This design comes from an exercise in tuning for small area, a short achievable clock period and few clock cycles per item on the open sky130 flow, not from production work.
RTL that was checked went through simulation tests only; none was proved equivalent to the original.
Function not checked in run 1: the RTL went through the layout flow alone.

==> flow/design.v (outline; a module is shown in full before it is edited, if it fits) <==
// module gz_isqrt: 13 lines
// module gz_add: 41 lines
// module gz_cordic: 44 lines
// module gz_recur: 832 lines
// module gz_post: 101 lines
// module gz_core: 36 lines
module gz_core (
  input  wire        clk,
  input  wire        rst,
  input  wire [17:0] cfg_coef,
  input  wire [17:0] cfg_sin,
  input  wire [7:0]  cfg_nm1,
  input  wire        in_valid,
  output wire        in_ready,
  input  wire [15:0] in_data,
  output wire        out_valid,
  input  wire        out_ready,
  output wire [31:0] out_re,
  output wire [31:0] out_im,
  output wire [31:0] out_mag,
  output wire [15:0] out_ph
);
  // ...
==> flow/flow/run.sh <==
#!/bin/bash
# The standard layout, with the timing repair asked to reach a setup
# slack of SETUP_SLACK_MARGIN ns at the design's clock (the clock, constraints
# and every other setting stay the standard flow's own).
set -euo pipefail
bash standard.sh SETUP_SLACK_MARGIN=7 finish > flow_make.log 2>&1
==> flow/standard.sh <==
#!/bin/bash
# synth_recipe.tcl (not shown) runs the flow's synth.tcl, then flattens the netlist and writes it again
# the make line also repeats each setting of config.mk as NAME=value (left out here)
make -C /OpenROAD-flow-scripts/flow DESIGN_CONFIG=/design/flow/config.mk WORK_HOME=/design/flow/orfs CLKGATE_MAP_FILE= SYNTH_SCRIPT=/design/flow/synth_recipe.tcl "${@:-finish}"
==> flow/config.mk <==
export PLATFORM = sky130hd
export DESIGN_NAME = gz_core
export DESIGN_NICKNAME = gz_core
export VERILOG_FILES = /design/flow/design.v
export SDC_FILE = /design/flow/constraint.sdc
export NUM_CORES = 4
export LEC_CHECK = 0
export ABC_AREA = 1
export CAP_MARGIN = 20
export CORE_MARGIN = 2
export CORE_UTILIZATION = 40
export PLACE_DENSITY = 0.6
export SLEW_MARGIN = 20
==> flow/constraint.sdc <==
create_clock -name core_clock -period 14.0 [get_ports {clk}]
set_input_delay 2.8000 -clock core_clock [delete_from_list [all_inputs] [get_ports {clk}]]
set_output_delay 2.8000 -clock core_clock [all_outputs]
set_load 0.01 [all_outputs]
==> impl_metrics.json, run 1 <==
{
  "top_register": "u_post.s",
  "synth_flop_cell": "edfxtp_1",
  "drv_cap": 0,
  "grt_max_degree": 83,
  "cp_common_cell": "fa_1",
  "met3_usage_pct": 5.45,
  "rsz0062_at_grt": "true",
  "regToRegSetupSlack_ns": 7.14,
  "cts_tree": "done",
  "dpl.hpwl_um": 122000,
  "cp.arrival_ns": 7.38,
  "max_freq_mhz": 146,
  "crit_path_end_kind": "flop",
  "status": "no timing/DRC/antenna violations",
  "n_all_buffers": 279,
  "placed_cells": 6764,
  "ys_seq_area_share_pct": 21.8,
  "synth_xor_area_share_pct": 11.2,
  "gr-usage-met1_pct": 37.8,
  "synth-compound-area-share_pct": 16.3,
  "setup_viol": 0,
  "min_to": "u_post.s[17]",
  "grt_use_met2_pct": 45.3,
  "place_ws_ns": 5.09,
  "syn_to_final_growth_pct": 11.1,
  "routed_via_density": 5.63,
  "setup_ws_ns": 7.14,
  "min_path_cells": 2,
  "synthTopCellsByCount": "985 x nand2_1, 863 x inv_1, 499 x xor2_1, 418 x o22ai_1, 368 x fa_1"
}
==> run 2, diff against run 1 <==
==> flow/design.v (replaced) <==
module gz_isqrt (
  input  wire [32:0] rem,
  input  wire [1:0]  rbits,
  input  wire [31:0] r,
  output wire [32:0] rem_n,
  output wire        bit_n
);
  wire [34:0] rem_t = {rem, rbits};
  wire [35:0] diff;
  gz_add #(36) u_sub (.a({1'b0, rem_t}), .b(~{2'b00, r, 2'b01}), .ci(1'b1), .s(diff));
  assign bit_n = !diff[35];
  assign rem_n = bit_n ? diff[32:0] : rem_t[32:0];
endmodule
module gz_add #(parameter W = 36) (
  input  wire [W-1:0] a,
  input  wire [W-1:0] b,
  input  wire         ci,
  output wire [W-1:0] s
);
  localparam L = (W > 32) ? 6 : (W > 16) ? 5 : (W > 8) ? 4 : 3;    
  wire [W-1:0] p = a ^ b;
  wire [W-1:0] g0 = a & b;
  wire [W:0] gg [0:2*L];
  wire [W:0] pp [0:2*L];
  assign gg[0] = {g0, ci};
  assign pp[0] = {p, 1'b0};
  genvar lv, i;
  generate
    for (lv = 0; lv < L; lv = lv + 1) begin : up
      for (i = 0; i <= W; i = i + 1) begin : n
        if (((i + 1) % (2 << lv)) == 0) begin : c
          assign gg[lv+1][i] = gg[lv][i] | (pp[lv][i] & gg[lv][i - (1 << lv)]);
          assign pp[lv+1][i] = pp[lv][i] & pp[lv][i - (1 << lv)];
        end else begin : k
          assign gg[lv+1][i] = gg[lv][i];
          assign pp[lv+1][i] = pp[lv][i];
        end
      end
    end
    for (lv = L - 2; lv >= 0; lv = lv - 1) begin : dn
      for (i = 0; i <= W; i = i + 1) begin : n
        if (((i + 1) % (2 << lv)) == (1 << lv) && i >= (2 << lv)) begin : c
          assign gg[2*L-1-lv][i] = gg[2*L-2-lv][i] | (pp[2*L-2-lv][i] & gg[2*L-2-lv][i - (1 << lv)]);
          assign pp[2*L-1-lv][i] = pp[2*L-2-lv][i] & pp[2*L-2-lv][i - (1 << lv)];
        end else begin : k
          assign gg[2*L-1-lv][i] = gg[2*L-2-lv][i];
          assign pp[2*L-1-lv][i] = pp[2*L-2-lv][i];
        end
      end
    end
  endgenerate
  wire [W:0] cy = gg[2*L-1];
  assign s = p ^ cy[W-1:0];
endmodule
module gz_cordic (
  input  wire [33:0] x,
  input  wire [33:0] y,
  input  wire [15:0] z,
  input  wire [3:0]  i,
  input  wire        nm,
  output wire [33:0] xn,
  output wire [33:0] yn,
  output wire [15:0] zn
);
  reg [15:0] atan_i;
  always @(*) begin
    case (i)
      4'd0:  atan_i = 16'd8192;
      4'd1:  atan_i = 16'd4836;
      4'd2:  atan_i = 16'd2555;
      4'd3:  atan_i = 16'd1297;
      4'd4:  atan_i = 16'd651;
      4'd5:  atan_i = 16'd326;
      4'd6:  atan_i = 16'd163;
      4'd7:  atan_i = 16'd81;
      4'd8:  atan_i = 16'd41;
      4'd9:  atan_i = 16'd20;
      4'd10: atan_i = 16'd10;
      4'd11: atan_i = 16'd5;
      4'd12: atan_i = 16'd3;
      4'd13: atan_i = 16'd1;
      4'd14: atan_i = 16'd1;
      default: atan_i = 16'd0;
    endcase
  end
  wire signed [33:0] xs  = x;
  wire signed [33:0] ys  = y;
  wire        [33:0] fx  = xs >>> i;
  wire        [33:0] fy  = ys >>> i;
  wire        [14:0] msk = ~(15'h7fff << i);
  wire               sx  = nm & |(x[14:0] & msk);
  wire               sy  = nm & |(y[14:0] & msk);
  wire               yz  = (y == 34'd0);
  wire               d   = nm ? (y[33] | yz) : !y[33];
  gz_add #(34) u_xa (.a(x), .b(fy ^ {34{~d}}), .ci(sy ^ ~d), .s(xn));
  gz_add #(34) u_ya (.a(y), .b(fx ^ {34{d}}),  .ci(sx ^ d),  .s(yn));
  gz_add #(16) u_za (.a(z), .b(atan_i ^ {16{~d}}), .ci(~d), .s(zn));
endmodule
module gz_recur (
  input  wire        clk,
  input  wire        rst,
  input  wire [17:0] cfg_coef,
  input  wire [17:0] cfg_sin,
  input  wire [7:0]  cfg_nm1,
  input  wire        in_valid,
  output wire        in_ready,
  input  wire [15:0] in_data,
  input  wire        post_free,
  output wire        re_v,
  output wire        im_v,
  output wire [31:0] res_re,
  output wire [31:0] res_im
);
  reg  [31:0] d1;
  reg  [32:0] dr;       
  reg  [1:0]  dc;       
  reg         xen;      
  reg  [8:0]  c_one;    
  reg  [8:0]  c_two;    
  reg  [8:0]  c_neg;
  reg  [17:0] sq;
  reg  [7:0]  cnt;
  reg         first;
  reg         fin1;
  reg         fin2;
  assign in_ready = !fin1;
  wire fire  = in_valid && !fin1;
  wire go1   = fin1 && post_free;
  wire last  = first ? (cfg_nm1 == 8'd0) : (cnt == 8'd1);
  wire [8:0]  negs;
  wire [32:0] pr0, pr1, pr2, pr3, pr4, pr5, pr6, pr7, pr8;
  wire [32:0] prs [0:8];
  wire [17:0] cnew = fire ? cfg_coef : sq;
  wire [8:0]  n_one, n_two, n_neg;
  genvar j;
  generate
    for (j = 0; j < 9; j = j + 1) begin : g_booth
      wire b2 = cnew[2*j+1];
      wire b1 = cnew[2*j];
      wire b0 = (j == 0) ? 1'b0 : cnew[2*j-1];
      assign n_one[j] = b1 ^ b0;
      assign n_two[j] = (b2 & ~b1 & ~b0) | (~b2 & b1 & b0);
      assign n_neg[j] = b2;
      wire [32:0] mag = ({33{c_one[j]}} & {d1[31], d1}) | ({33{c_two[j]}} & {d1, 1'b0});
      wire [32:0] pp  = mag ^ {33{c_neg[j]}};
      assign prs[j]  = {~pp[32], pp[31:0]};
      assign negs[j] = c_neg[j];
    end
  endgenerate
  assign pr0 = prs[0]; assign pr1 = prs[1]; assign pr2 = prs[2];
  assign pr3 = prs[3]; assign pr4 = prs[4]; assign pr5 = prs[5];
  assign pr6 = prs[6]; assign pr7 = prs[7]; assign pr8 = prs[8];
  wire [48:0] xrow = {17'd0, ~(xen & in_data[15]), {15{xen}} & in_data[14:0], 16'd0};
  wire [48:0] drow = {dr, 16'd0};
  wire [48:0] crow = {31'd0, dc, 16'd0};
  wire [31:0] dv   = first ? 32'd0 : d1;
  wire [31:0] ndv  = ~dv;
  wire [1:0]  topf = ndv[31:30] + 2'd1;
  wire [32:0] dr_n = last ? {topf, ndv[29:0], 1'b0} : {1'b0, dv[31], ndv[30:0]};
  wire t1 = negs[1] ^ pr0[2];
  wire t2 = negs[1] & pr0[2];
  wire t3 = pr0[3] ^ pr1[1];
  wire t4 = pr0[3] & pr1[1];
  wire t5 = negs[2] ^ pr0[4] ^ pr1[2];
  wire t6 = (negs[2] & pr0[4]) | (negs[2] & pr1[2]) | (pr0[4] & pr1[2]);
  wire t7 = pr2[0] ^ t4;
  wire t8 = pr2[0] & t4;
  wire t9 = pr0[5] ^ pr1[3] ^ pr2[1];
  wire t10 = (pr0[5] & pr1[3]) | (pr0[5] & pr2[1]) | (pr1[3] & pr2[1]);
  wire t11 = t6 ^ t9;
  wire t12 = t6 & t9;
  wire t13 = negs[3] ^ pr0[6] ^ pr1[4];
  wire t14 = (negs[3] & pr0[6]) | (negs[3] & pr1[4]) | (pr0[6] & pr1[4]);
  wire t15 = pr2[2] ^ pr3[0] ^ t10;
  wire t16 = (pr2[2] & pr3[0]) | (pr2[2] & t10) | (pr3[0] & t10);
  wire t17 = t13 ^ t12;
  wire t18 = t13 & t12;
  wire t19 = pr0[7] ^ pr1[5] ^ pr2[3];
  wire t20 = (pr0[7] & pr1[5]) | (pr0[7] & pr2[3]) | (pr1[5] & pr2[3]);
  wire t21 = pr3[1] ^ t14 ^ t19;
  wire t22 = (pr3[1] & t14) | (pr3[1] & t19) | (t14 & t19);
  wire t23 = t16 ^ t21;
  wire t24 = t16 & t21;
  wire t25 = negs[4] ^ pr0[8] ^ pr1[6];
  wire t26 = (negs[4] & pr0[8]) | (negs[4] & pr1[6]) | (pr0[8] & pr1[6]);
  wire t27 = pr2[4] ^ pr3[2] ^ pr4[0];
  wire t28 = (pr2[4] & pr3[2]) | (pr2[4] & pr4[0]) | (pr3[2] & pr4[0]);
  wire t29 = t20 ^ t25 ^ t27;
  wire t30 = (t20 & t25) | (t20 & t27) | (t25 & t27);
  wire t31 = t22 ^ t29;
  wire t32 = t22 & t29;
  wire t33 = pr0[9] ^ pr1[7] ^ pr2[5];
  wire t34 = (pr0[9] & pr1[7]) | (pr0[9] & pr2[5]) | (pr1[7] & pr2[5]);
  wire t35 = pr3[3] ^ pr4[1] ^ t26;
  wire t36 = (pr3[3] & pr4[1]) | (pr3[3] & t26) | (pr4[1] & t26);
  wire t37 = t28 ^ t33 ^ t30;
  wire t38 = (t28 & t33) | (t28 & t30) | (t33 & t30);
  wire t39 = t35 ^ t32;
  wire t40 = t35 & t32;
  wire t41 = negs[5] ^ pr0[10] ^ pr1[8];
  wire t42 = (negs[5] & pr0[10]) | (negs[5] & pr1[8]) | (pr0[10] & pr1[8]);
  wire t43 = pr2[6] ^ pr3[4] ^ pr4[2];
  wire t44 = (pr2[6] & pr3[4]) | (pr2[6] & pr4[2]) | (pr3[4] & pr4[2]);
  wire t45 = pr5[0] ^ t34 ^ t41;
  wire t46 = (pr5[0] & t34) | (pr5[0] & t41) | (t34 & t41);
  wire t47 = t43 ^ t36 ^ t45;
  wire t48 = (t43 & t36) | (t43 & t45) | (t36 & t45);
  wire t49 = t38 ^ t47;
  wire t50 = t38 & t47;
  wire t51 = pr0[11] ^ pr1[9] ^ pr2[7];
  wire t52 = (pr0[11] & pr1[9]) | (pr0[11] & pr2[7]) | (pr1[9] & pr2[7]);
  wire t53 = pr3[5] ^ pr4[3] ^ pr5[1];
  wire t54 = (pr3[5] & pr4[3]) | (pr3[5] & pr5[1]) | (pr4[3] & pr5[1]);
  wire t55 = t42 ^ t44 ^ t51;
  wire t56 = (t42 & t44) | (t42 & t51) | (t44 & t51);
  wire t57 = t53 ^ t46 ^ t55;
  wire t58 = (t53 & t46) | (t53 & t55) | (t46 & t55);
  wire t59 = t48 ^ t57;
  wire t60 = t48 & t57;
  wire t61 = negs[6] ^ pr0[12] ^ pr1[10];
  wire t62 = (negs[6] & pr0[12]) | (negs[6] & pr1[10]) | (pr0[12] & pr1[10]);
  wire t63 = pr2[8] ^ pr3[6] ^ pr4[4];
  wire t64 = (pr2[8] & pr3[6]) | (pr2[8] & pr4[4]) | (pr3[6] & pr4[4]);
  wire t65 = pr5[2] ^ pr6[0] ^ t52;
  wire t66 = (pr5[2] & pr6[0]) | (pr5[2] & t52) | (pr6[0] & t52);
  wire t67 = t54 ^ t61 ^ t63;
  wire t68 = (t54 & t61) | (t54 & t63) | (t61 & t63);
  wire t69 = t56 ^ t65 ^ t67;
  wire t70 = (t56 & t65) | (t56 & t67) | (t65 & t67);
  wire t71 = t58 ^ t69;
  wire t72 = t58 & t69;
  wire t73 = pr0[13] ^ pr1[11] ^ pr2[9];
  wire t74 = (pr0[13] & pr1[11]) | (pr0[13] & pr2[9]) | (pr1[11] & pr2[9]);
  wire t75 = pr3[7] ^ pr4[5] ^ pr5[3];
  wire t76 = (pr3[7] & pr4[5]) | (pr3[7] & pr5[3]) | (pr4[5] & pr5[3]);
  wire t77 = pr6[1] ^ t62 ^ t64;
  wire t78 = (pr6[1] & t62) | (pr6[1] & t64) | (t62 & t64);
  wire t79 = t73 ^ t75 ^ t66;
  wire t80 = (t73 & t75) | (t73 & t66) | (t75 & t66);
  wire t81 = t68 ^ t77 ^ t79;
  wire t82 = (t68 & t77) | (t68 & t79) | (t77 & t79);
  wire t83 = t70 ^ t72;
  wire t84 = t70 & t72;
  wire t85 = negs[7] ^ pr0[14] ^ pr1[12];
  wire t86 = (negs[7] & pr0[14]) | (negs[7] & pr1[12]) | (pr0[14] & pr1[12]);
  wire t87 = pr2[10] ^ pr3[8] ^ pr4[6];
  wire t88 = (pr2[10] & pr3[8]) | (pr2[10] & pr4[6]) | (pr3[8] & pr4[6]);
  wire t89 = pr5[4] ^ pr6[2] ^ pr7[0];
  wire t90 = (pr5[4] & pr6[2]) | (pr5[4] & pr7[0]) | (pr6[2] & pr7[0]);
  wire t91 = t74 ^ t76 ^ t85;
  wire t92 = (t74 & t76) | (t74 & t85) | (t76 & t85);
  wire t93 = t87 ^ t89 ^ t78;
  wire t94 = (t87 & t89) | (t87 & t78) | (t89 & t78);
  wire t95 = t91 ^ t80 ^ t93;
  wire t96 = (t91 & t80) | (t91 & t93) | (t80 & t93);
  wire t97 = t82 ^ t95;
  wire t98 = t82 & t95;
  wire t99 = pr0[15] ^ pr1[13] ^ pr2[11];
  wire t100 = (pr0[15] & pr1[13]) | (pr0[15] & pr2[11]) | (pr1[13] & pr2[11]);
  wire t101 = pr3[9] ^ pr4[7] ^ pr5[5];
  wire t102 = (pr3[9] & pr4[7]) | (pr3[9] & pr5[5]) | (pr4[7] & pr5[5]);
  wire t103 = pr6[3] ^ pr7[1] ^ t86;
  wire t104 = (pr6[3] & pr7[1]) | (pr6[3] & t86) | (pr7[1] & t86);
  wire t105 = t88 ^ t90 ^ t101;
  wire t106 = (t88 & t90) | (t88 & t101) | (t90 & t101);
  wire t107 = t99 ^ t103 ^ t92;
  wire t108 = (t99 & t103) | (t99 & t92) | (t103 & t92);
  wire t109 = t105 ^ t94 ^ t107;
  wire t110 = (t105 & t94) | (t105 & t107) | (t94 & t107);
  wire t111 = t96 ^ t109;
  wire t112 = t96 & t109;
  wire t113 = crow[16] ^ negs[8] ^ drow[16];
  wire t114 = (crow[16] & negs[8]) | (crow[16] & drow[16]) | (negs[8] & drow[16]);
  wire t115 = pr0[16] ^ pr1[14] ^ pr2[12];
  wire t116 = (pr0[16] & pr1[14]) | (pr0[16] & pr2[12]) | (pr1[14] & pr2[12]);
  wire t117 = pr3[10] ^ pr4[8] ^ pr5[6];
  wire t118 = (pr3[10] & pr4[8]) | (pr3[10] & pr5[6]) | (pr4[8] & pr5[6]);
  wire t119 = pr6[4] ^ pr7[2] ^ pr8[0];
  wire t120 = (pr6[4] & pr7[2]) | (pr6[4] & pr8[0]) | (pr7[2] & pr8[0]);
  wire t121 = t113 ^ t100 ^ t102;
  wire t122 = (t113 & t100) | (t113 & t102) | (t100 & t102);
  wire t123 = t115 ^ t117 ^ t119;
  wire t124 = (t115 & t117) | (t115 & t119) | (t117 & t119);
  wire t125 = t104 ^ t106 ^ t121;
  wire t126 = (t104 & t106) | (t104 & t121) | (t106 & t121);
  wire t127 = t123 ^ t108 ^ xrow[16];
  wire t128 = (t123 & t108) | (t123 & xrow[16]) | (t108 & xrow[16]);
  wire t129 = t125 ^ t127 ^ t110;
  wire t130 = (t125 & t127) | (t125 & t110) | (t127 & t110);
  wire t131 = crow[17] ^ drow[17] ^ pr0[17];
  wire t132 = (crow[17] & drow[17]) | (crow[17] & pr0[17]) | (drow[17] & pr0[17]);
  wire t133 = pr1[15] ^ pr2[13] ^ pr3[11];
  wire t134 = (pr1[15] & pr2[13]) | (pr1[15] & pr3[11]) | (pr2[13] & pr3[11]);
  wire t135 = pr4[9] ^ pr5[7] ^ pr6[5];
  wire t136 = (pr4[9] & pr5[7]) | (pr4[9] & pr6[5]) | (pr5[7] & pr6[5]);
  wire t137 = pr7[3] ^ pr8[1] ^ t114;
  wire t138 = (pr7[3] & pr8[1]) | (pr7[3] & t114) | (pr8[1] & t114);
  wire t139 = t116 ^ t118 ^ t120;
  wire t140 = (t116 & t118) | (t116 & t120) | (t118 & t120);
  wire t141 = t131 ^ t133 ^ t135;
  wire t142 = (t131 & t133) | (t131 & t135) | (t133 & t135);
  wire t143 = t137 ^ t122 ^ t124;
  wire t144 = (t137 & t122) | (t137 & t124) | (t122 & t124);
  wire t145 = t139 ^ t141 ^ t126;
  wire t146 = (t139 & t141) | (t139 & t126) | (t141 & t126);
  wire t147 = xrow[17] ^ t143 ^ t128;
  wire t148 = (xrow[17] & t143) | (xrow[17] & t128) | (t143 & t128);
  wire t149 = t145 ^ t147;
  wire t150 = t145 & t147;
  wire t151 = drow[18] ^ pr0[18] ^ pr1[16];
  wire t152 = (drow[18] & pr0[18]) | (drow[18] & pr1[16]) | (pr0[18] & pr1[16]);
  wire t153 = pr2[14] ^ pr3[12] ^ pr4[10];
  wire t154 = (pr2[14] & pr3[12]) | (pr2[14] & pr4[10]) | (pr3[12] & pr4[10]);
  wire t155 = pr5[8] ^ pr6[6] ^ pr7[4];
  wire t156 = (pr5[8] & pr6[6]) | (pr5[8] & pr7[4]) | (pr6[6] & pr7[4]);
  wire t157 = pr8[2] ^ t132 ^ t134;
  wire t158 = (pr8[2] & t132) | (pr8[2] & t134) | (t132 & t134);
  wire t159 = t136 ^ t138 ^ t151;
  wire t160 = (t136 & t138) | (t136 & t151) | (t138 & t151);
  wire t161 = t153 ^ t155 ^ t140;
  wire t162 = (t153 & t155) | (t153 & t140) | (t155 & t140);
  wire t163 = t142 ^ t157 ^ t159;
  wire t164 = (t142 & t157) | (t142 & t159) | (t157 & t159);
  wire t165 = t144 ^ t161 ^ xrow[18];
  wire t166 = (t144 & t161) | (t144 & xrow[18]) | (t161 & xrow[18]);
  wire t167 = t163 ^ t146 ^ t165;
  wire t168 = (t163 & t146) | (t163 & t165) | (t146 & t165);
  wire t169 = t148 ^ t167;
  wire t170 = t148 & t167;
  wire t171 = drow[19] ^ pr0[19] ^ pr1[17];
  wire t172 = (drow[19] & pr0[19]) | (drow[19] & pr1[17]) | (pr0[19] & pr1[17]);
  wire t173 = pr2[15] ^ pr3[13] ^ pr4[11];
  wire t174 = (pr2[15] & pr3[13]) | (pr2[15] & pr4[11]) | (pr3[13] & pr4[11]);
  wire t175 = pr5[9] ^ pr6[7] ^ pr7[5];
  wire t176 = (pr5[9] & pr6[7]) | (pr5[9] & pr7[5]) | (pr6[7] & pr7[5]);
  wire t177 = pr8[3] ^ t152 ^ t154;
  wire t178 = (pr8[3] & t152) | (pr8[3] & t154) | (t152 & t154);
  wire t179 = t156 ^ t171 ^ t173;
  wire t180 = (t156 & t171) | (t156 & t173) | (t171 & t173);
  wire t181 = t175 ^ t158 ^ t160;
  wire t182 = (t175 & t158) | (t175 & t160) | (t158 & t160);
  wire t183 = t177 ^ t179 ^ t162;
  wire t184 = (t177 & t179) | (t177 & t162) | (t179 & t162);
  wire t185 = xrow[19] ^ t164 ^ t181;
  wire t186 = (xrow[19] & t164) | (xrow[19] & t181) | (t164 & t181);
  wire t187 = t166 ^ t183 ^ t185;
  wire t188 = (t166 & t183) | (t166 & t185) | (t183 & t185);
  wire t189 = t168 ^ t187;
  wire t190 = t168 & t187;
  wire t191 = drow[20] ^ pr0[20] ^ pr1[18];
  wire t192 = (drow[20] & pr0[20]) | (drow[20] & pr1[18]) | (pr0[20] & pr1[18]);
  wire t193 = pr2[16] ^ pr3[14] ^ pr4[12];
  wire t194 = (pr2[16] & pr3[14]) | (pr2[16] & pr4[12]) | (pr3[14] & pr4[12]);
  wire t195 = pr5[10] ^ pr6[8] ^ pr7[6];
  wire t196 = (pr5[10] & pr6[8]) | (pr5[10] & pr7[6]) | (pr6[8] & pr7[6]);
  wire t197 = pr8[4] ^ t172 ^ t174;
  wire t198 = (pr8[4] & t172) | (pr8[4] & t174) | (t172 & t174);
  wire t199 = t176 ^ t191 ^ t193;
  wire t200 = (t176 & t191) | (t176 & t193) | (t191 & t193);
  wire t201 = t195 ^ t178 ^ t180;
  wire t202 = (t195 & t178) | (t195 & t180) | (t178 & t180);
  wire t203 = t197 ^ t199 ^ t182;
  wire t204 = (t197 & t199) | (t197 & t182) | (t199 & t182);
  wire t205 = xrow[20] ^ t201 ^ t184;
  wire t206 = (xrow[20] & t201) | (xrow[20] & t184) | (t201 & t184);
  wire t207 = t203 ^ t186 ^ t205;
  wire t208 = (t203 & t186) | (t203 & t205) | (t186 & t205);
  wire t209 = t188 ^ t190;
  wire t210 = t188 & t190;
  wire t211 = drow[21] ^ pr0[21] ^ pr1[19];
  wire t212 = (drow[21] & pr0[21]) | (drow[21] & pr1[19]) | (pr0[21] & pr1[19]);
  wire t213 = pr2[17] ^ pr3[15] ^ pr4[13];
  wire t214 = (pr2[17] & pr3[15]) | (pr2[17] & pr4[13]) | (pr3[15] & pr4[13]);
  wire t215 = pr5[11] ^ pr6[9] ^ pr7[7];
  wire t216 = (pr5[11] & pr6[9]) | (pr5[11] & pr7[7]) | (pr6[9] & pr7[7]);
  wire t217 = pr8[5] ^ t192 ^ t194;
  wire t218 = (pr8[5] & t192) | (pr8[5] & t194) | (t192 & t194);
  wire t219 = t196 ^ t211 ^ t213;
  wire t220 = (t196 & t211) | (t196 & t213) | (t211 & t213);
  wire t221 = t215 ^ t198 ^ t200;
  wire t222 = (t215 & t198) | (t215 & t200) | (t198 & t200);
  wire t223 = t217 ^ t219 ^ t202;
  wire t224 = (t217 & t219) | (t217 & t202) | (t219 & t202);
  wire t225 = xrow[21] ^ t221 ^ t204;
  wire t226 = (xrow[21] & t221) | (xrow[21] & t204) | (t221 & t204);
  wire t227 = t223 ^ t206 ^ t225;
  wire t228 = (t223 & t206) | (t223 & t225) | (t206 & t225);
  wire t229 = t208 ^ t227;
  wire t230 = t208 & t227;
  wire t231 = drow[22] ^ pr0[22] ^ pr1[20];
  wire t232 = (drow[22] & pr0[22]) | (drow[22] & pr1[20]) | (pr0[22] & pr1[20]);
  wire t233 = pr2[18] ^ pr3[16] ^ pr4[14];
  wire t234 = (pr2[18] & pr3[16]) | (pr2[18] & pr4[14]) | (pr3[16] & pr4[14]);
  wire t235 = pr5[12] ^ pr6[10] ^ pr7[8];
  wire t236 = (pr5[12] & pr6[10]) | (pr5[12] & pr7[8]) | (pr6[10] & pr7[8]);
  wire t237 = pr8[6] ^ t212 ^ t214;
  wire t238 = (pr8[6] & t212) | (pr8[6] & t214) | (t212 & t214);
  wire t239 = t216 ^ t231 ^ t233;
  wire t240 = (t216 & t231) | (t216 & t233) | (t231 & t233);
  wire t241 = t235 ^ t218 ^ t220;
  wire t242 = (t235 & t218) | (t235 & t220) | (t218 & t220);
  wire t243 = t237 ^ t239 ^ t222;
  wire t244 = (t237 & t239) | (t237 & t222) | (t239 & t222);
  wire t245 = xrow[22] ^ t241 ^ t224;
  wire t246 = (xrow[22] & t241) | (xrow[22] & t224) | (t241 & t224);
  wire t247 = t243 ^ t226 ^ t245;
  wire t248 = (t243 & t226) | (t243 & t245) | (t226 & t245);
  wire t249 = t228 ^ t247;
  wire t250 = t228 & t247;
  wire t251 = drow[23] ^ pr0[23] ^ pr1[21];
  wire t252 = (drow[23] & pr0[23]) | (drow[23] & pr1[21]) | (pr0[23] & pr1[21]);
  wire t253 = pr2[19] ^ pr3[17] ^ pr4[15];
  wire t254 = (pr2[19] & pr3[17]) | (pr2[19] & pr4[15]) | (pr3[17] & pr4[15]);
  wire t255 = pr5[13] ^ pr6[11] ^ pr7[9];
  wire t256 = (pr5[13] & pr6[11]) | (pr5[13] & pr7[9]) | (pr6[11] & pr7[9]);
  wire t257 = pr8[7] ^ t232 ^ t234;
  wire t258 = (pr8[7] & t232) | (pr8[7] & t234) | (t232 & t234);
  wire t259 = t236 ^ t251 ^ t253;
  wire t260 = (t236 & t251) | (t236 & t253) | (t251 & t253);
  wire t261 = t255 ^ t238 ^ t240;
  wire t262 = (t255 & t238) | (t255 & t240) | (t238 & t240);
  wire t263 = t257 ^ t259 ^ t242;
  wire t264 = (t257 & t259) | (t257 & t242) | (t259 & t242);
  wire t265 = xrow[23] ^ t261 ^ t244;
  wire t266 = (xrow[23] & t261) | (xrow[23] & t244) | (t261 & t244);
  wire t267 = t263 ^ t246 ^ t265;
  wire t268 = (t263 & t246) | (t263 & t265) | (t246 & t265);
  wire t269 = t248 ^ t267;
  wire t270 = t248 & t267;
  wire t271 = drow[24] ^ pr0[24] ^ pr1[22];
  wire t272 = (drow[24] & pr0[24]) | (drow[24] & pr1[22]) | (pr0[24] & pr1[22]);
  wire t273 = pr2[20] ^ pr3[18] ^ pr4[16];
  wire t274 = (pr2[20] & pr3[18]) | (pr2[20] & pr4[16]) | (pr3[18] & pr4[16]);
  wire t275 = pr5[14] ^ pr6[12] ^ pr7[10];
  wire t276 = (pr5[14] & pr6[12]) | (pr5[14] & pr7[10]) | (pr6[12] & pr7[10]);
  wire t277 = pr8[8] ^ t252 ^ t254;
  wire t278 = (pr8[8] & t252) | (pr8[8] & t254) | (t252 & t254);
  wire t279 = t256 ^ t271 ^ t273;
  wire t280 = (t256 & t271) | (t256 & t273) | (t271 & t273);
  wire t281 = t275 ^ t258 ^ t260;
  wire t282 = (t275 & t258) | (t275 & t260) | (t258 & t260);
  wire t283 = t277 ^ t279 ^ t262;
  wire t284 = (t277 & t279) | (t277 & t262) | (t279 & t262);
  wire t285 = xrow[24] ^ t281 ^ t264;
  wire t286 = (xrow[24] & t281) | (xrow[24] & t264) | (t281 & t264);
  wire t287 = t283 ^ t266 ^ t285;
  wire t288 = (t283 & t266) | (t283 & t285) | (t266 & t285);
  wire t289 = t268 ^ t287;
  wire t290 = t268 & t287;
  wire t291 = drow[25] ^ pr0[25] ^ pr1[23];
  wire t292 = (drow[25] & pr0[25]) | (drow[25] & pr1[23]) | (pr0[25] & pr1[23]);
  wire t293 = pr2[21] ^ pr3[19] ^ pr4[17];
  wire t294 = (pr2[21] & pr3[19]) | (pr2[21] & pr4[17]) | (pr3[19] & pr4[17]);
  wire t295 = pr5[15] ^ pr6[13] ^ pr7[11];
  wire t296 = (pr5[15] & pr6[13]) | (pr5[15] & pr7[11]) | (pr6[13] & pr7[11]);
  wire t297 = pr8[9] ^ t272 ^ t274;
  wire t298 = (pr8[9] & t272) | (pr8[9] & t274) | (t272 & t274);
  wire t299 = t276 ^ t291 ^ t293;
  wire t300 = (t276 & t291) | (t276 & t293) | (t291 & t293);
  wire t301 = t295 ^ t278 ^ t280;
  wire t302 = (t295 & t278) | (t295 & t280) | (t278 & t280);
  wire t303 = t297 ^ t299 ^ t282;
  wire t304 = (t297 & t299) | (t297 & t282) | (t299 & t282);
  wire t305 = xrow[25] ^ t301 ^ t284;
  wire t306 = (xrow[25] & t301) | (xrow[25] & t284) | (t301 & t284);
  wire t307 = t303 ^ t286 ^ t305;
  wire t308 = (t303 & t286) | (t303 & t305) | (t286 & t305);
  wire t309 = t288 ^ t307;
  wire t310 = t288 & t307;
  wire t311 = drow[26] ^ pr0[26] ^ pr1[24];
  wire t312 = (drow[26] & pr0[26]) | (drow[26] & pr1[24]) | (pr0[26] & pr1[24]);
  wire t313 = pr2[22] ^ pr3[20] ^ pr4[18];
  wire t314 = (pr2[22] & pr3[20]) | (pr2[22] & pr4[18]) | (pr3[20] & pr4[18]);
  wire t315 = pr5[16] ^ pr6[14] ^ pr7[12];
  wire t316 = (pr5[16] & pr6[14]) | (pr5[16] & pr7[12]) | (pr6[14] & pr7[12]);
  wire t317 = pr8[10] ^ t292 ^ t294;
  wire t318 = (pr8[10] & t292) | (pr8[10] & t294) | (t292 & t294);
  wire t319 = t296 ^ t311 ^ t313;
  wire t320 = (t296 & t311) | (t296 & t313) | (t311 & t313);
  wire t321 = t315 ^ t298 ^ t300;
  wire t322 = (t315 & t298) | (t315 & t300) | (t298 & t300);
  wire t323 = t317 ^ t319 ^ t302;
  wire t324 = (t317 & t319) | (t317 & t302) | (t319 & t302);
  wire t325 = xrow[26] ^ t321 ^ t304;
  wire t326 = (xrow[26] & t321) | (xrow[26] & t304) | (t321 & t304);
  wire t327 = t323 ^ t306 ^ t325;
  wire t328 = (t323 & t306) | (t323 & t325) | (t306 & t325);
  wire t329 = t308 ^ t327;
  wire t330 = t308 & t327;
  wire t331 = drow[27] ^ pr0[27] ^ pr1[25];
  wire t332 = (drow[27] & pr0[27]) | (drow[27] & pr1[25]) | (pr0[27] & pr1[25]);
  wire t333 = pr2[23] ^ pr3[21] ^ pr4[19];
  wire t334 = (pr2[23] & pr3[21]) | (pr2[23] & pr4[19]) | (pr3[21] & pr4[19]);
  wire t335 = pr5[17] ^ pr6[15] ^ pr7[13];
  wire t336 = (pr5[17] & pr6[15]) | (pr5[17] & pr7[13]) | (pr6[15] & pr7[13]);
  wire t337 = pr8[11] ^ t312 ^ t314;
  wire t338 = (pr8[11] & t312) | (pr8[11] & t314) | (t312 & t314);
  wire t339 = t316 ^ t331 ^ t333;
  wire t340 = (t316 & t331) | (t316 & t333) | (t331 & t333);
  wire t341 = t335 ^ t318 ^ t320;
  wire t342 = (t335 & t318) | (t335 & t320) | (t318 & t320);
  wire t343 = t337 ^ t339 ^ t322;
  wire t344 = (t337 & t339) | (t337 & t322) | (t339 & t322);
  wire t345 = xrow[27] ^ t341 ^ t324;
  wire t346 = (xrow[27] & t341) | (xrow[27] & t324) | (t341 & t324);
  wire t347 = t343 ^ t326 ^ t345;
  wire t348 = (t343 & t326) | (t343 & t345) | (t326 & t345);
  wire t349 = t328 ^ t347;
  wire t350 = t328 & t347;
  wire t351 = drow[28] ^ pr0[28] ^ pr1[26];
  wire t352 = (drow[28] & pr0[28]) | (drow[28] & pr1[26]) | (pr0[28] & pr1[26]);
  wire t353 = pr2[24] ^ pr3[22] ^ pr4[20];
  wire t354 = (pr2[24] & pr3[22]) | (pr2[24] & pr4[20]) | (pr3[22] & pr4[20]);
  wire t355 = pr5[18] ^ pr6[16] ^ pr7[14];
  wire t356 = (pr5[18] & pr6[16]) | (pr5[18] & pr7[14]) | (pr6[16] & pr7[14]);
  wire t357 = pr8[12] ^ t332 ^ t334;
  wire t358 = (pr8[12] & t332) | (pr8[12] & t334) | (t332 & t334);
  wire t359 = t336 ^ t351 ^ t353;
  wire t360 = (t336 & t351) | (t336 & t353) | (t351 & t353);
  wire t361 = t355 ^ t338 ^ t340;
  wire t362 = (t355 & t338) | (t355 & t340) | (t338 & t340);
  wire t363 = t357 ^ t359 ^ t342;
  wire t364 = (t357 & t359) | (t357 & t342) | (t359 & t342);
  wire t365 = xrow[28] ^ t361 ^ t344;
  wire t366 = (xrow[28] & t361) | (xrow[28] & t344) | (t361 & t344);
  wire t367 = t363 ^ t346 ^ t365;
  wire t368 = (t363 & t346) | (t363 & t365) | (t346 & t365);
  wire t369 = t348 ^ t367;
  wire t370 = t348 & t367;
  wire t371 = drow[29] ^ pr0[29] ^ pr1[27];
  wire t372 = (drow[29] & pr0[29]) | (drow[29] & pr1[27]) | (pr0[29] & pr1[27]);
  wire t373 = pr2[25] ^ pr3[23] ^ pr4[21];
  wire t374 = (pr2[25] & pr3[23]) | (pr2[25] & pr4[21]) | (pr3[23] & pr4[21]);
  wire t375 = pr5[19] ^ pr6[17] ^ pr7[15];
  wire t376 = (pr5[19] & pr6[17]) | (pr5[19] & pr7[15]) | (pr6[17] & pr7[15]);
  wire t377 = pr8[13] ^ t352 ^ t354;
  wire t378 = (pr8[13] & t352) | (pr8[13] & t354) | (t352 & t354);
  wire t379 = t356 ^ t371 ^ t373;
  wire t380 = (t356 & t371) | (t356 & t373) | (t371 & t373);
  wire t381 = t375 ^ t358 ^ t360;
  wire t382 = (t375 & t358) | (t375 & t360) | (t358 & t360);
  wire t383 = t377 ^ t379 ^ t362;
  wire t384 = (t377 & t379) | (t377 & t362) | (t379 & t362);
  wire t385 = xrow[29] ^ t381 ^ t364;
  wire t386 = (xrow[29] & t381) | (xrow[29] & t364) | (t381 & t364);
  wire t387 = t383 ^ t366 ^ t385;
  wire t388 = (t383 & t366) | (t383 & t385) | (t366 & t385);
  wire t389 = t368 ^ t387;
  wire t390 = t368 & t387;
  wire t391 = drow[30] ^ pr0[30] ^ pr1[28];
  wire t392 = (drow[30] & pr0[30]) | (drow[30] & pr1[28]) | (pr0[30] & pr1[28]);
  wire t393 = pr2[26] ^ pr3[24] ^ pr4[22];
  wire t394 = (pr2[26] & pr3[24]) | (pr2[26] & pr4[22]) | (pr3[24] & pr4[22]);
  wire t395 = pr5[20] ^ pr6[18] ^ pr7[16];
  wire t396 = (pr5[20] & pr6[18]) | (pr5[20] & pr7[16]) | (pr6[18] & pr7[16]);
  wire t397 = pr8[14] ^ t372 ^ t374;
  wire t398 = (pr8[14] & t372) | (pr8[14] & t374) | (t372 & t374);
  wire t399 = t376 ^ t391 ^ t393;
  wire t400 = (t376 & t391) | (t376 & t393) | (t391 & t393);
  wire t401 = t395 ^ t378 ^ t380;
  wire t402 = (t395 & t378) | (t395 & t380) | (t378 & t380);
  wire t403 = t397 ^ t399 ^ t382;
  wire t404 = (t397 & t399) | (t397 & t382) | (t399 & t382);
  wire t405 = xrow[30] ^ t401 ^ t384;
  wire t406 = (xrow[30] & t401) | (xrow[30] & t384) | (t401 & t384);
  wire t407 = t403 ^ t386 ^ t405;
  wire t408 = (t403 & t386) | (t403 & t405) | (t386 & t405);
  wire t409 = t388 ^ t407;
  wire t410 = t388 & t407;
  wire t411 = 1'b1 ^ drow[31] ^ pr0[31];
  wire t412 = (1'b1 & drow[31]) | (1'b1 & pr0[31]) | (drow[31] & pr0[31]);
  wire t413 = pr1[29] ^ pr2[27] ^ pr3[25];
  wire t414 = (pr1[29] & pr2[27]) | (pr1[29] & pr3[25]) | (pr2[27] & pr3[25]);
  wire t415 = pr4[23] ^ pr5[21] ^ pr6[19];
  wire t416 = (pr4[23] & pr5[21]) | (pr4[23] & pr6[19]) | (pr5[21] & pr6[19]);
  wire t417 = pr7[17] ^ pr8[15] ^ t392;
  wire t418 = (pr7[17] & pr8[15]) | (pr7[17] & t392) | (pr8[15] & t392);
  wire t419 = t394 ^ t396 ^ t411;
  wire t420 = (t394 & t396) | (t394 & t411) | (t396 & t411);
  wire t421 = t413 ^ t415 ^ t398;
  wire t422 = (t413 & t415) | (t413 & t398) | (t415 & t398);
  wire t423 = t400 ^ t417 ^ t419;
  wire t424 = (t400 & t417) | (t400 & t419) | (t417 & t419);
  wire t425 = t402 ^ t421 ^ xrow[31];
  wire t426 = (t402 & t421) | (t402 & xrow[31]) | (t421 & xrow[31]);
  wire t427 = t423 ^ t404 ^ t425;
  wire t428 = (t423 & t404) | (t423 & t425) | (t404 & t425);
  wire t429 = t406 ^ t427 ^ t408;
  wire t430 = (t406 & t427) | (t406 & t408) | (t427 & t408);
  wire t431 = drow[32] ^ pr0[32] ^ pr1[30];
  wire t432 = (drow[32] & pr0[32]) | (drow[32] & pr1[30]) | (pr0[32] & pr1[30]);
  wire t433 = pr2[28] ^ pr3[26] ^ pr4[24];
  wire t434 = (pr2[28] & pr3[26]) | (pr2[28] & pr4[24]) | (pr3[26] & pr4[24]);
  wire t435 = pr5[22] ^ pr6[20] ^ pr7[18];
  wire t436 = (pr5[22] & pr6[20]) | (pr5[22] & pr7[18]) | (pr6[20] & pr7[18]);
  wire t437 = pr8[16] ^ t412 ^ t414;
  wire t438 = (pr8[16] & t412) | (pr8[16] & t414) | (t412 & t414);
  wire t439 = t416 ^ t431 ^ t433;
  wire t440 = (t416 & t431) | (t416 & t433) | (t431 & t433);
  wire t441 = t435 ^ t418 ^ t420;
  wire t442 = (t435 & t418) | (t435 & t420) | (t418 & t420);
  wire t443 = t437 ^ t439 ^ t422;
  wire t444 = (t437 & t439) | (t437 & t422) | (t439 & t422);
  wire t445 = t424 ^ t441 ^ t426;
  wire t446 = (t424 & t441) | (t424 & t426) | (t441 & t426);
  wire t447 = t443 ^ t428 ^ t445;
  wire t448 = (t443 & t428) | (t443 & t445) | (t428 & t445);
  wire t449 = 1'b1 ^ drow[33] ^ pr1[31];
  wire t450 = (1'b1 & drow[33]) | (1'b1 & pr1[31]) | (drow[33] & pr1[31]);
  wire t451 = pr2[29] ^ pr3[27] ^ pr4[25];
  wire t452 = (pr2[29] & pr3[27]) | (pr2[29] & pr4[25]) | (pr3[27] & pr4[25]);
  wire t453 = pr5[23] ^ pr6[21] ^ pr7[19];
  wire t454 = (pr5[23] & pr6[21]) | (pr5[23] & pr7[19]) | (pr6[21] & pr7[19]);
  wire t455 = pr8[17] ^ t432 ^ t434;
  wire t456 = (pr8[17] & t432) | (pr8[17] & t434) | (t432 & t434);
  wire t457 = t436 ^ t449 ^ t451;
  wire t458 = (t436 & t449) | (t436 & t451) | (t449 & t451);
  wire t459 = t453 ^ t438 ^ t440;
  wire t460 = (t453 & t438) | (t453 & t440) | (t438 & t440);
  wire t461 = t455 ^ t457 ^ t442;
  wire t462 = (t455 & t457) | (t455 & t442) | (t457 & t442);
  wire t463 = t459 ^ t444 ^ t461;
  wire t464 = (t459 & t444) | (t459 & t461) | (t444 & t461);
  wire t465 = t446 ^ t463;
  wire t466 = t446 & t463;
  wire t467 = drow[34] ^ pr1[32] ^ pr2[30];
  wire t468 = (drow[34] & pr1[32]) | (drow[34] & pr2[30]) | (pr1[32] & pr2[30]);
  wire t469 = pr3[28] ^ pr4[26] ^ pr5[24];
  wire t470 = (pr3[28] & pr4[26]) | (pr3[28] & pr5[24]) | (pr4[26] & pr5[24]);
  wire t471 = pr6[22] ^ pr7[20] ^ pr8[18];
  wire t472 = (pr6[22] & pr7[20]) | (pr6[22] & pr8[18]) | (pr7[20] & pr8[18]);
  wire t473 = t450 ^ t452 ^ t454;
  wire t474 = (t450 & t452) | (t450 & t454) | (t452 & t454);
  wire t475 = t467 ^ t469 ^ t471;
  wire t476 = (t467 & t469) | (t467 & t471) | (t469 & t471);
  wire t477 = t456 ^ t458 ^ t473;
  wire t478 = (t456 & t458) | (t456 & t473) | (t458 & t473);
  wire t479 = t475 ^ t460 ^ t477;
  wire t480 = (t475 & t460) | (t475 & t477) | (t460 & t477);
  wire t481 = t462 ^ t479 ^ t464;
  wire t482 = (t462 & t479) | (t462 & t464) | (t479 & t464);
  wire t483 = 1'b1 ^ drow[35] ^ pr2[31];
  wire t484 = (1'b1 & drow[35]) | (1'b1 & pr2[31]) | (drow[35] & pr2[31]);
  wire t485 = pr3[29] ^ pr4[27] ^ pr5[25];
  wire t486 = (pr3[29] & pr4[27]) | (pr3[29] & pr5[25]) | (pr4[27] & pr5[25]);
  wire t487 = pr6[23] ^ pr7[21] ^ pr8[19];
  wire t488 = (pr6[23] & pr7[21]) | (pr6[23] & pr8[19]) | (pr7[21] & pr8[19]);
  wire t489 = t468 ^ t470 ^ t472;
  wire t490 = (t468 & t470) | (t468 & t472) | (t470 & t472);
  wire t491 = t483 ^ t485 ^ t487;
  wire t492 = (t483 & t485) | (t483 & t487) | (t485 & t487);
  wire t493 = t474 ^ t476 ^ t489;
  wire t494 = (t474 & t476) | (t474 & t489) | (t476 & t489);
  wire t495 = t491 ^ t478 ^ t493;
  wire t496 = (t491 & t478) | (t491 & t493) | (t478 & t493);
  wire t497 = t480 ^ t495;
  wire t498 = t480 & t495;
  wire t499 = drow[36] ^ pr2[32] ^ pr3[30];
  wire t500 = (drow[36] & pr2[32]) | (drow[36] & pr3[30]) | (pr2[32] & pr3[30]);
  wire t501 = pr4[28] ^ pr5[26] ^ pr6[24];
  wire t502 = (pr4[28] & pr5[26]) | (pr4[28] & pr6[24]) | (pr5[26] & pr6[24]);
  wire t503 = pr7[22] ^ pr8[20] ^ t484;
  wire t504 = (pr7[22] & pr8[20]) | (pr7[22] & t484) | (pr8[20] & t484);
  wire t505 = t486 ^ t488 ^ t499;
  wire t506 = (t486 & t488) | (t486 & t499) | (t488 & t499);
  wire t507 = t501 ^ t490 ^ t492;
  wire t508 = (t501 & t490) | (t501 & t492) | (t490 & t492);
  wire t509 = t503 ^ t505 ^ t494;
  wire t510 = (t503 & t505) | (t503 & t494) | (t505 & t494);
  wire t511 = t507 ^ t509 ^ t496;
  wire t512 = (t507 & t509) | (t507 & t496) | (t509 & t496);
  wire t513 = 1'b1 ^ drow[37] ^ pr3[31];
  wire t514 = (1'b1 & drow[37]) | (1'b1 & pr3[31]) | (drow[37] & pr3[31]);
  wire t515 = pr4[29] ^ pr5[27] ^ pr6[25];
  wire t516 = (pr4[29] & pr5[27]) | (pr4[29] & pr6[25]) | (pr5[27] & pr6[25]);
  wire t517 = pr7[23] ^ pr8[21] ^ t500;
  wire t518 = (pr7[23] & pr8[21]) | (pr7[23] & t500) | (pr8[21] & t500);
  wire t519 = t502 ^ t513 ^ t515;
  wire t520 = (t502 & t513) | (t502 & t515) | (t513 & t515);
  wire t521 = t504 ^ t506 ^ t517;
  wire t522 = (t504 & t506) | (t504 & t517) | (t506 & t517);
  wire t523 = t519 ^ t508 ^ t521;
  wire t524 = (t519 & t508) | (t519 & t521) | (t508 & t521);
  wire t525 = t510 ^ t523;
  wire t526 = t510 & t523;
  wire t527 = drow[38] ^ pr3[32] ^ pr4[30];
  wire t528 = (drow[38] & pr3[32]) | (drow[38] & pr4[30]) | (pr3[32] & pr4[30]);
  wire t529 = pr5[28] ^ pr6[26] ^ pr7[24];
  wire t530 = (pr5[28] & pr6[26]) | (pr5[28] & pr7[24]) | (pr6[26] & pr7[24]);
  wire t531 = pr8[22] ^ t514 ^ t516;
  wire t532 = (pr8[22] & t514) | (pr8[22] & t516) | (t514 & t516);
  wire t533 = t527 ^ t529 ^ t518;
  wire t534 = (t527 & t529) | (t527 & t518) | (t529 & t518);
  wire t535 = t520 ^ t531 ^ t522;
  wire t536 = (t520 & t531) | (t520 & t522) | (t531 & t522);
  wire t537 = t533 ^ t535 ^ t524;
  wire t538 = (t533 & t535) | (t533 & t524) | (t535 & t524);
  wire t539 = 1'b1 ^ drow[39] ^ pr4[31];
  wire t540 = (1'b1 & drow[39]) | (1'b1 & pr4[31]) | (drow[39] & pr4[31]);
  wire t541 = pr5[29] ^ pr6[27] ^ pr7[25];
  wire t542 = (pr5[29] & pr6[27]) | (pr5[29] & pr7[25]) | (pr6[27] & pr7[25]);
  wire t543 = pr8[23] ^ t528 ^ t530;
  wire t544 = (pr8[23] & t528) | (pr8[23] & t530) | (t528 & t530);
  wire t545 = t539 ^ t541 ^ t532;
  wire t546 = (t539 & t541) | (t539 & t532) | (t541 & t532);
  wire t547 = t543 ^ t534 ^ t545;
  wire t548 = (t543 & t534) | (t543 & t545) | (t534 & t545);
  wire t549 = t536 ^ t547;
  wire t550 = t536 & t547;
  wire t551 = drow[40] ^ pr4[32] ^ pr5[30];
  wire t552 = (drow[40] & pr4[32]) | (drow[40] & pr5[30]) | (pr4[32] & pr5[30]);
  wire t553 = pr6[28] ^ pr7[26] ^ pr8[24];
  wire t554 = (pr6[28] & pr7[26]) | (pr6[28] & pr8[24]) | (pr7[26] & pr8[24]);
  wire t555 = t540 ^ t542 ^ t551;
  wire t556 = (t540 & t542) | (t540 & t551) | (t542 & t551);
  wire t557 = t553 ^ t544 ^ t555;
  wire t558 = (t553 & t544) | (t553 & t555) | (t544 & t555);
  wire t559 = t546 ^ t557 ^ t548;
  wire t560 = (t546 & t557) | (t546 & t548) | (t557 & t548);
  wire t561 = 1'b1 ^ drow[41] ^ pr5[31];
  wire t562 = (1'b1 & drow[41]) | (1'b1 & pr5[31]) | (drow[41] & pr5[31]);
  wire t563 = pr6[29] ^ pr7[27] ^ pr8[25];
  wire t564 = (pr6[29] & pr7[27]) | (pr6[29] & pr8[25]) | (pr7[27] & pr8[25]);
  wire t565 = t552 ^ t554 ^ t561;
  wire t566 = (t552 & t554) | (t552 & t561) | (t554 & t561);
  wire t567 = t563 ^ t556 ^ t565;
  wire t568 = (t563 & t556) | (t563 & t565) | (t556 & t565);
  wire t569 = t558 ^ t567;
  wire t570 = t558 & t567;
  wire t571 = drow[42] ^ pr5[32] ^ pr6[30];
  wire t572 = (drow[42] & pr5[32]) | (drow[42] & pr6[30]) | (pr5[32] & pr6[30]);
  wire t573 = pr7[28] ^ pr8[26] ^ t562;
  wire t574 = (pr7[28] & pr8[26]) | (pr7[28] & t562) | (pr8[26] & t562);
  wire t575 = t564 ^ t571 ^ t566;
  wire t576 = (t564 & t571) | (t564 & t566) | (t571 & t566);
  wire t577 = t573 ^ t568 ^ t575;
  wire t578 = (t573 & t568) | (t573 & t575) | (t568 & t575);
  wire t579 = 1'b1 ^ drow[43] ^ pr6[31];
  wire t580 = (1'b1 & drow[43]) | (1'b1 & pr6[31]) | (drow[43] & pr6[31]);
  wire t581 = pr7[29] ^ pr8[27] ^ t572;
  wire t582 = (pr7[29] & pr8[27]) | (pr7[29] & t572) | (pr8[27] & t572);
  wire t583 = t579 ^ t574 ^ t581;
  wire t584 = (t579 & t574) | (t579 & t581) | (t574 & t581);
  wire t585 = t576 ^ t583;
  wire t586 = t576 & t583;
  wire t587 = drow[44] ^ pr6[32] ^ pr7[30];
  wire t588 = (drow[44] & pr6[32]) | (drow[44] & pr7[30]) | (pr6[32] & pr7[30]);
  wire t589 = pr8[28] ^ t580 ^ t587;
  wire t590 = (pr8[28] & t580) | (pr8[28] & t587) | (t580 & t587);
  wire t591 = t582 ^ t589 ^ t584;
  wire t592 = (t582 & t589) | (t582 & t584) | (t589 & t584);
  wire t593 = 1'b1 ^ drow[45] ^ pr7[31];
  wire t594 = (1'b1 & drow[45]) | (1'b1 & pr7[31]) | (drow[45] & pr7[31]);
  wire t595 = pr8[29] ^ t588 ^ t593;
  wire t596 = (pr8[29] & t588) | (pr8[29] & t593) | (t588 & t593);
  wire t597 = t590 ^ t595;
  wire t598 = t590 & t595;
  wire t599 = drow[46] ^ pr7[32] ^ pr8[30];
  wire t600 = (drow[46] & pr7[32]) | (drow[46] & pr8[30]) | (pr7[32] & pr8[30]);
  wire t601 = t594 ^ t599 ^ t596;
  wire t602 = (t594 & t599) | (t594 & t596) | (t599 & t596);
  wire t603 = drow[47] ^ pr8[31] ^ t600;
  wire t604 = (drow[47] & pr8[31]) | (drow[47] & t600) | (pr8[31] & t600);
  wire t605 = drow[48] ^ pr8[32];
  wire t606 = drow[48] & pr8[32];
  wire [48:0] za = {t604, t602, t598, t592, t586, t578, t570, t560, t550, t538, t526, t512, t498, t482, t466, t448, t430, t410, t390, t370, t350, t330, t310, t290, t270, t250, t230, t210, t207, t170, t150, t130, t112, t98, t84, t81, t60, t50, t40, t37, t24, t18, t15, t8, t5, t2, pr1[0], pr0[1], pr0[0]};
  wire [48:0] zb = {t605, t603, t601, t597, t591, t585, t577, t569, t559, t549, t537, t525, t511, t497, t481, t465, t447, t429, t409, t389, t369, t349, t329, t309, t289, t269, t249, t229, t209, t189, t169, t149, t129, t111, t97, t83, t71, t59, t49, t39, t31, t23, t17, t11, t7, t3, t1, 1'b0, negs[0]};
  wire [48:0] z = za + zb;
  wire [31:0] y = z[47:16];
  assign res_re = z[48:17];
  assign res_im = z[47:16];
  assign re_v   = go1;
  assign im_v   = fin2;
  always @(posedge clk) begin
    if (rst) begin
      first <= 1'b1;
      fin1  <= 1'b0;
      fin2  <= 1'b0;
    end else begin
      fin2 <= go1;
      if (go1) fin1 <= 1'b0;
      if (fire) begin
        first <= last;
        if (last) fin1 <= 1'b1;
      end
    end
  end
  always @(posedge clk) begin
    if (go1 || (fire && first)) begin
      c_one <= n_one;
      c_two <= n_two;
      c_neg <= n_neg;
    end
    if (fire) begin
      dr  <= dr_n;
      dc  <= last ? 2'b10 : 2'b01;
      xen <= !last;
      if (first) begin
        sq  <= cfg_sin;
        cnt <= cfg_nm1;
        d1  <= {{16{in_data[15]}}, in_data};
      end else begin
        cnt <= cnt - 8'd1;
        d1  <= y;
      end
    end else if (go1) begin
      dr  <= 33'h0_8000_0000;    
      dc  <= 2'b00;
      xen <= 1'b0;
    end
  end
endmodule
module gz_post (
  input  wire        clk,
  input  wire        rst,
  input  wire        re_v,
  input  wire        im_v,
  input  wire [31:0] res_re,
  input  wire [31:0] res_im,
  output wire        post_free,
  output wire        out_valid,
  input  wire        out_ready,
  output wire [31:0] out_re,
  output wire [31:0] out_im,
  output wire [31:0] out_mag,
  output wire [15:0] out_ph
);
  localparam S_IDLE = 2'd0, S_SQ = 2'd1, S_RT = 2'd2, S_DONE = 2'd3;
  reg  [1:0]  st;
  reg  [4:0]  k;
  reg  [31:0] re;
  reg  [31:0] im;
  reg  [64:0] s;       
  reg  [33:0] x;       
  reg  [33:0] y;       
  reg  [15:0] z;
  assign post_free = (st == S_IDLE) || (st == S_DONE && out_ready);
  wire [32:0] re_e = {re, 1'b0};
  wire [32:0] im_e = {im, 1'b0};
  wire [2:0]  dre  = re_e >> {k[3:0], 1'b0};
  wire [2:0]  dim  = im_e >> {k[3:0], 1'b0};
  function [34:0] bpp;
    input [2:0]  dg;
    input [31:0] v;
    reg one, two;
    reg [34:0] m;
    begin
      one = dg[1] ^ dg[0];
      two = (dg[2] & ~dg[1] & ~dg[0]) | (~dg[2] & dg[1] & dg[0]);
      m   = ({35{one}} & {{3{v[31]}}, v}) | ({35{two}} & {{2{v[31]}}, v, 1'b0});
      bpp = m ^ {35{dg[2]}};
    end
  endfunction
  wire [34:0] h    = (k == 5'd0) ? 35'd0 : {{2{s[64]}}, s[64:32]};
  wire [34:0] pa   = bpp(dre, re);
  wire [34:0] pb   = bpp(dim, im);
  wire [34:0] cs_s = h ^ pa ^ pb;
  wire [34:0] cs_c = (h & pa) | (h & pb) | (pa & pb);
  wire [34:0] ssum;
  gz_add #(35) u_sadd (.a(cs_s), .b({cs_c[33:0], dre[2]}), .ci(dim[2]), .s(ssum));
  wire        nm = im[31];
  wire [33:0] cx, cy;
  wire [15:0] cz;
  wire [15:0] z0 = (k == 5'd0) ? {nm, 15'd0} : z;
  wire [33:0] xi = (k == 5'd0) ? {{2{im[31]}}, im} : x;
  wire [33:0] yi = (k == 5'd0) ? {{2{re[31]}}, re} : y;
  gz_cordic u_cordic (
    .x(xi), .y(yi), .z(z0), .i(k[3:0]), .nm(nm),
    .xn(cx), .yn(cy), .zn(cz)
  );
  wire zero = (re == 32'd0) && (im == 32'd0);
  wire [32:0] rn;
  wire        rb;
  gz_isqrt u_sqrt (
    .rem(y[32:0]), .rbits(s[63:62]), .r(x[31:0]), .rem_n(rn), .bit_n(rb)
  );
  always @(posedge clk) begin
    if (rst) begin
      st <= S_IDLE;
    end else begin
      case (st)
        S_IDLE: if (im_v) begin st <= S_SQ; k <= 5'd0; end
        S_SQ:   begin
          k <= k + 5'd1;
          if (k == 5'd15) begin st <= S_RT; k <= 5'd0; end
        end
        S_RT:   begin k <= k + 5'd1; if (k == 5'd31) st <= S_DONE; end
        S_DONE: if (out_ready) st <= S_IDLE;
      endcase
    end
  end
  always @(posedge clk) begin
    if (re_v) re <= res_re;
    if (im_v) im <= res_im;
    if (st == S_SQ) s <= {ssum, s[31:2]};
    else            s <= {s[62:0], 2'b00};
    if (st == S_SQ && k != 5'd15)        y <= cy;
    else if (st == S_SQ)                 y <= 34'd0;
    else                                 y <= {1'b0, rn};
    if (st == S_SQ && k != 5'd15)        x <= cx;
    else if (st == S_SQ)                 x <= 34'd0;
    else if (st == S_RT)                 x <= {x[32:0], rb};
    if (st == S_SQ) begin
      if (k != 5'd15)  z <= cz;
      else if (zero)   z <= 16'd0;
    end
  end
  assign out_valid = (st == S_DONE);
  assign out_re    = re;
  assign out_im    = im;
  assign out_mag   = x[31:0];
  assign out_ph    = z;
endmodule
module gz_core (
  input  wire        clk,
  input  wire        rst,
  input  wire [17:0] cfg_coef,
  input  wire [17:0] cfg_sin,
  input  wire [7:0]  cfg_nm1,
  input  wire        in_valid,
  output wire        in_ready,
  input  wire [15:0] in_data,
  output wire        out_valid,
  input  wire        out_ready,
  output wire [31:0] out_re,
  output wire [31:0] out_im,
  output wire [31:0] out_mag,
  output wire [15:0] out_ph
);
  wire        post_free;
  wire        re_v;
  wire        im_v;
  wire [31:0] res_re;
  wire [31:0] res_im;
  gz_recur u_recur (
    .clk(clk), .rst(rst),
    .cfg_coef(cfg_coef), .cfg_sin(cfg_sin), .cfg_nm1(cfg_nm1),
    .in_valid(in_valid), .in_ready(in_ready), .in_data(in_data),
    .post_free(post_free), .re_v(re_v), .im_v(im_v),
    .res_re(res_re), .res_im(res_im)
  );
  gz_post u_post (
    .clk(clk), .rst(rst),
    .re_v(re_v), .im_v(im_v), .res_re(res_re), .res_im(res_im),
    .post_free(post_free),
    .out_valid(out_valid), .out_ready(out_ready),
    .out_re(out_re), .out_im(out_im), .out_mag(out_mag), .out_ph(out_ph)
  );
endmodule
==> flow/config.mk (replaced) <==
export PLATFORM = sky130hd
export DESIGN_NAME = gz_core
export DESIGN_NICKNAME = gz_core
export VERILOG_FILES = /design/flow/design.v
export SDC_FILE = /design/flow/constraint.sdc
export NUM_CORES = 4
export LEC_CHECK = 0
export ABC_AREA = 1
export CAP_MARGIN = 20
export CORE_MARGIN = 2
export CORE_UTILIZATION = 55
export PLACE_DENSITY = 0.7
export SLEW_MARGIN = 20
==> run 2 against run 1 <==
  * Sequential cell count stayed put
  * Die area is 29% lower
  * Maximum frequency is 0.72% lower
  * Register-to-register slack worse by 0.05 ns
  * Synthesized cell count is 0.46% lower
  * Critical path depth is 1 lower
  * Highest routed layer unchanged
  * Non-clock buffer count is 4 lower
  * Final cell count is 5.9% lower
==> impl_metrics.json, run 2 <==
{
  "overflow": 0,
  "min_from": "u_post.s[25]",
  "crit_path_end_kind": "flop",
  "slew-limit-headroom_pct": 19.8,
  "yosys.area_share.simple_pct": 14.6,
  "async_flop_share_pct": 0,
  "cts.sinks": 357,
  "drv_cap": 0,
  "drtPass1Iterations": 7,
  "max_freq_mhz": 145,
  "syn_avg_cell_area_um2": 7.89,
  "syn_to_final_growth_pct": 10.0,
  "top_register": "u_post.s",
  "ys_top_cells_by_area": "fa_1 17%, edfxtp_1 17%, xor2_1 9.7%, nand2_1 9.1%, ha_1 7.4%",
  "synth.most_common_cell": "nand2_1",
  "root_buffer": "clkbuf_16",
  "synth_xor_area_share_pct": 11.4,
  "grt_pass1_vias": 38400,
  "syn_inst": 5412,
  "min_period_over_period_pct": 49.3,
  "min_path_cells": 2,
  "die_area_mm2": 0.0799,
  "ys_seq_area_share_pct": 22.3,
  "worstReg2RegStart": "u_recur.d1[20]",
  "fill_cells": 7050,
  "fin_skew_ns": 0.0465,
  "stdcell_count": 6488,
  "path_class": "flop to flop",
  "detail-route-antenna-nets": 0,
  "grt_usage_pct": 38.5,
  "place_congestion": 1.05,
  "fin_hold_ws_ns": 0.415,
  "cts_max_level": 2,
  "yosysTopAreaCell": "fa_1",
  "start_util_pct": 55.3,
  "cts_buffers": 45,
  "routed_via_density": 6.12,
  "drc_errors": 0,
  "post_drt_wl_per_cell_um": 23.9,
  "reg2reg_to": "u_recur.d1[10]",
  "startpoint_type": "flop",
  "critPathRequiredTime_ns": 14.51,
  "synth_flop_cell": "edfxtp_1",
  "nets": 6090,
  "io_buffers": 177,
  "synthAdderAreaFrac_pct": 24.5,
  "regToRegSetupSlack_ns": 7.10,
  "synth_cell_types": 62,
  "finalMaxSlewViolations": 0,
  "synthMuxAreaShare_pct": 0.305,
  "biggestRegsByFlops": "u_post.s (65), u_post.x (34), u_post.y (34)",
  "largest_reg_flops": 65,
  "cts_tree": "done",
  "placed_cells": 6376,
  "holdCritPathClass": "flop to flop",
  "vias": 39700,
  "path_max_fanout": 19,
  "r2r_cells": 22,
  "cp.arrival_ns": 7.41,
  "antenna_found_initial": 1,
  "core_area_mm2": 0.0772,
  "synth_top_family_by_area": "adder cells",
  "cts.path.max_buffers": 3,
  "die_height_um": 283,
  "synth-compound-area-share_pct": 15.9,
  "tns_ns": 0,
  "finalWirelength_um": 155000,
  "final_cell_mix": "1034 x nand2_1, 774 x inv_1, 464 x xor2_1",
  "drive_gt1_share_pct": 5.77,
  "dieWidth_um": 283,
  "drt-initial-drc-count": 5131,
  "path_clk_slew_ns": 0.07,
  "min_to": "u_post.s[27]",
  "insertion_delay_ns": 0.64,
  "setup_viol": 0,
  "ys_ff_latch": 357,
  "netlist_area_mm2": 0.0427,
  "rsz0062_at_grt": "true",
  "yosys_warnings": 7,
  "synthTopCellsByCount": "1038 x nand2_1, 785 x inv_1, 474 x xor2_1, 408 x o22ai_1, 366 x fa_1",
  "setup_ws_ns": 7.10,
  "synth_nets": 6093,
  "grt_pass1_wl_um": 233000,
  "final_common_cell": "nand2_1",
  "synth_edf_count": 239,
  "fp-row-count": 102,
  "status": "no timing/DRC/antenna violations",
  "num_io_pins": 178,
  "place_ws_ns": 5.70,
  "hold_violations": 0,
  "synth_top_area_share_pct": 17.2,
  "dpl.hpwl_um": 116000,
  "grt_max_degree": 99,
  "worstMarginPinSlew_ns": 1.19,
  "fin_crit_ns": 6.90
}
[run 2: metrics by stage]
step	area, um^2	utilization (%)
finish	47000	60.8
global route	47000	60.8
CTS	46600	60.3
detailed placement	44800	58.1
global placement	44800	58.1
floorplan	42700	-
[run 2: repair_timing]
item | CTS | global route
hold buffers | 0 | 0
pin swaps | 0 | 2
resized for setup | 46 | 68
setup endpoints to repair | 126 | 110
setup buffers | 4 | 20
gates cloned | 1 | 1
[run 2: worst max path at each step]
stage	start	to	slack (ns)
floorplan	u_recur.c_neg[8]	u_recur.d1[18]	7.63
global placement	u_post.k[0]	u_post.x[30]	5.89
detailed placement	u_post.k[0]	u_post.x[30]	5.70
CTS	u_recur.d1[1]	u_recur.d1[22]	6.99
global route	u_recur.c_one[1]	u_recur.d1[30]	6.89
finish	u_recur.d1[20]	u_recur.d1[10]	7.10
[run 2: layout make-up]
class | instances | area [um^2] | share of cell area (%)
multi-input cells | 3888 | 28700 | 61.1
flip-flops and latches | 357 | 9540 | 20.3
inverters | 842 | 3260 | 6.95
repair buffers | 275 | 2630 | 5.60
well taps | 1040 | 1300 | 2.77
clock buffers | 52 | 1180 | 2.52
clock inverters | 31 | 369 | 0.786
diodes | 3 | 7.51 | 0.0160
[run 2: logic make-up after synthesis]
kind of cell	Yosys count
AO/OA/AOI/OAI	1175
adder cells (fa/ha/maj)	617
multiplexers	13
buffers and inverters	1168
flip-flops	357
AND/OR/NAND/NOR	1539
XOR/XNOR	543
[run 2: per-layer routing]
layer | routed length, um | up-vias | share of wire, % | GRT usage (%)
met2 | 67700 | 2540 | 44 | 59.7
met3 | 18300 | 584 | 12 | 9.58
met4 | 10500 | 2 | 6.7 | 21.5
met5 | 10 | - | 0.0064 | 0
met1 | 58700 | 18900 | 38 | 49.4
li1 | - | 17700 | - | -
[run 2: critical path, stage by stage, from the launching register on]
cell	delay, ns
edfxtp_1	0.36
clkinv_2	0.37
o22ai_1	0.38
xor2_1	0.15
fa_1	0.54
inv_1	0.05
fa_1	0.42
fa_1	0.42
fa_1	0.48
fa_1	0.51
inv_1	0.05
fa_1	0.48
inv_1	0.04
ha_1	0.29
ha_1	0.40
nand2_1	0.14
nor2_2	0.19
nand2_1	0.11
nor2_1	0.23
a21oi_2	0.11
xnor2_1	0.79
nand2_1	0.15
nand2_1	0.10
Testbench counts of run 2, summed over its fixed seeds: cycles 12,854, items 96.

## separate check: timing with driven ports
The results above use ideal ports. As a check the final layouts listed here were re-extracted and re-timed, cells and wires unchanged. Step 1 sets driving cells, clkbuf_16 on the clock port and buf_2 on the other inputs (assumed; they add their load-dependent delay and slew). Step 2 moves the port delays by t, midway between the first and last clock arrival at a register: inputs arrive t later, outputs are due t later. That takes back most of the time a late clock gives input paths. Slacks: no drivers / after step 1 / after step 2; pairs: no drivers / after step 1.
run | shift t [ns] | setup slack, ns | worst register clock-pin slew, ns | worst slew at a driven data input, ns | cell pins on the clock port's net
run 1 | 0.698 | 7.145 / 7.145 / 7.145 | 0.06 / 0.06 | 0.16 | 1
run 2 | 0.686 | 7.095 / 7.095 / 6.498 | 0.07 / 0.07 | 0.05 | 1
After both steps every run listed still meets setup and hold. The setup slack of run 2, which loses most, moves by 0.000 ns with the drivers and by -0.597 ns with both steps.
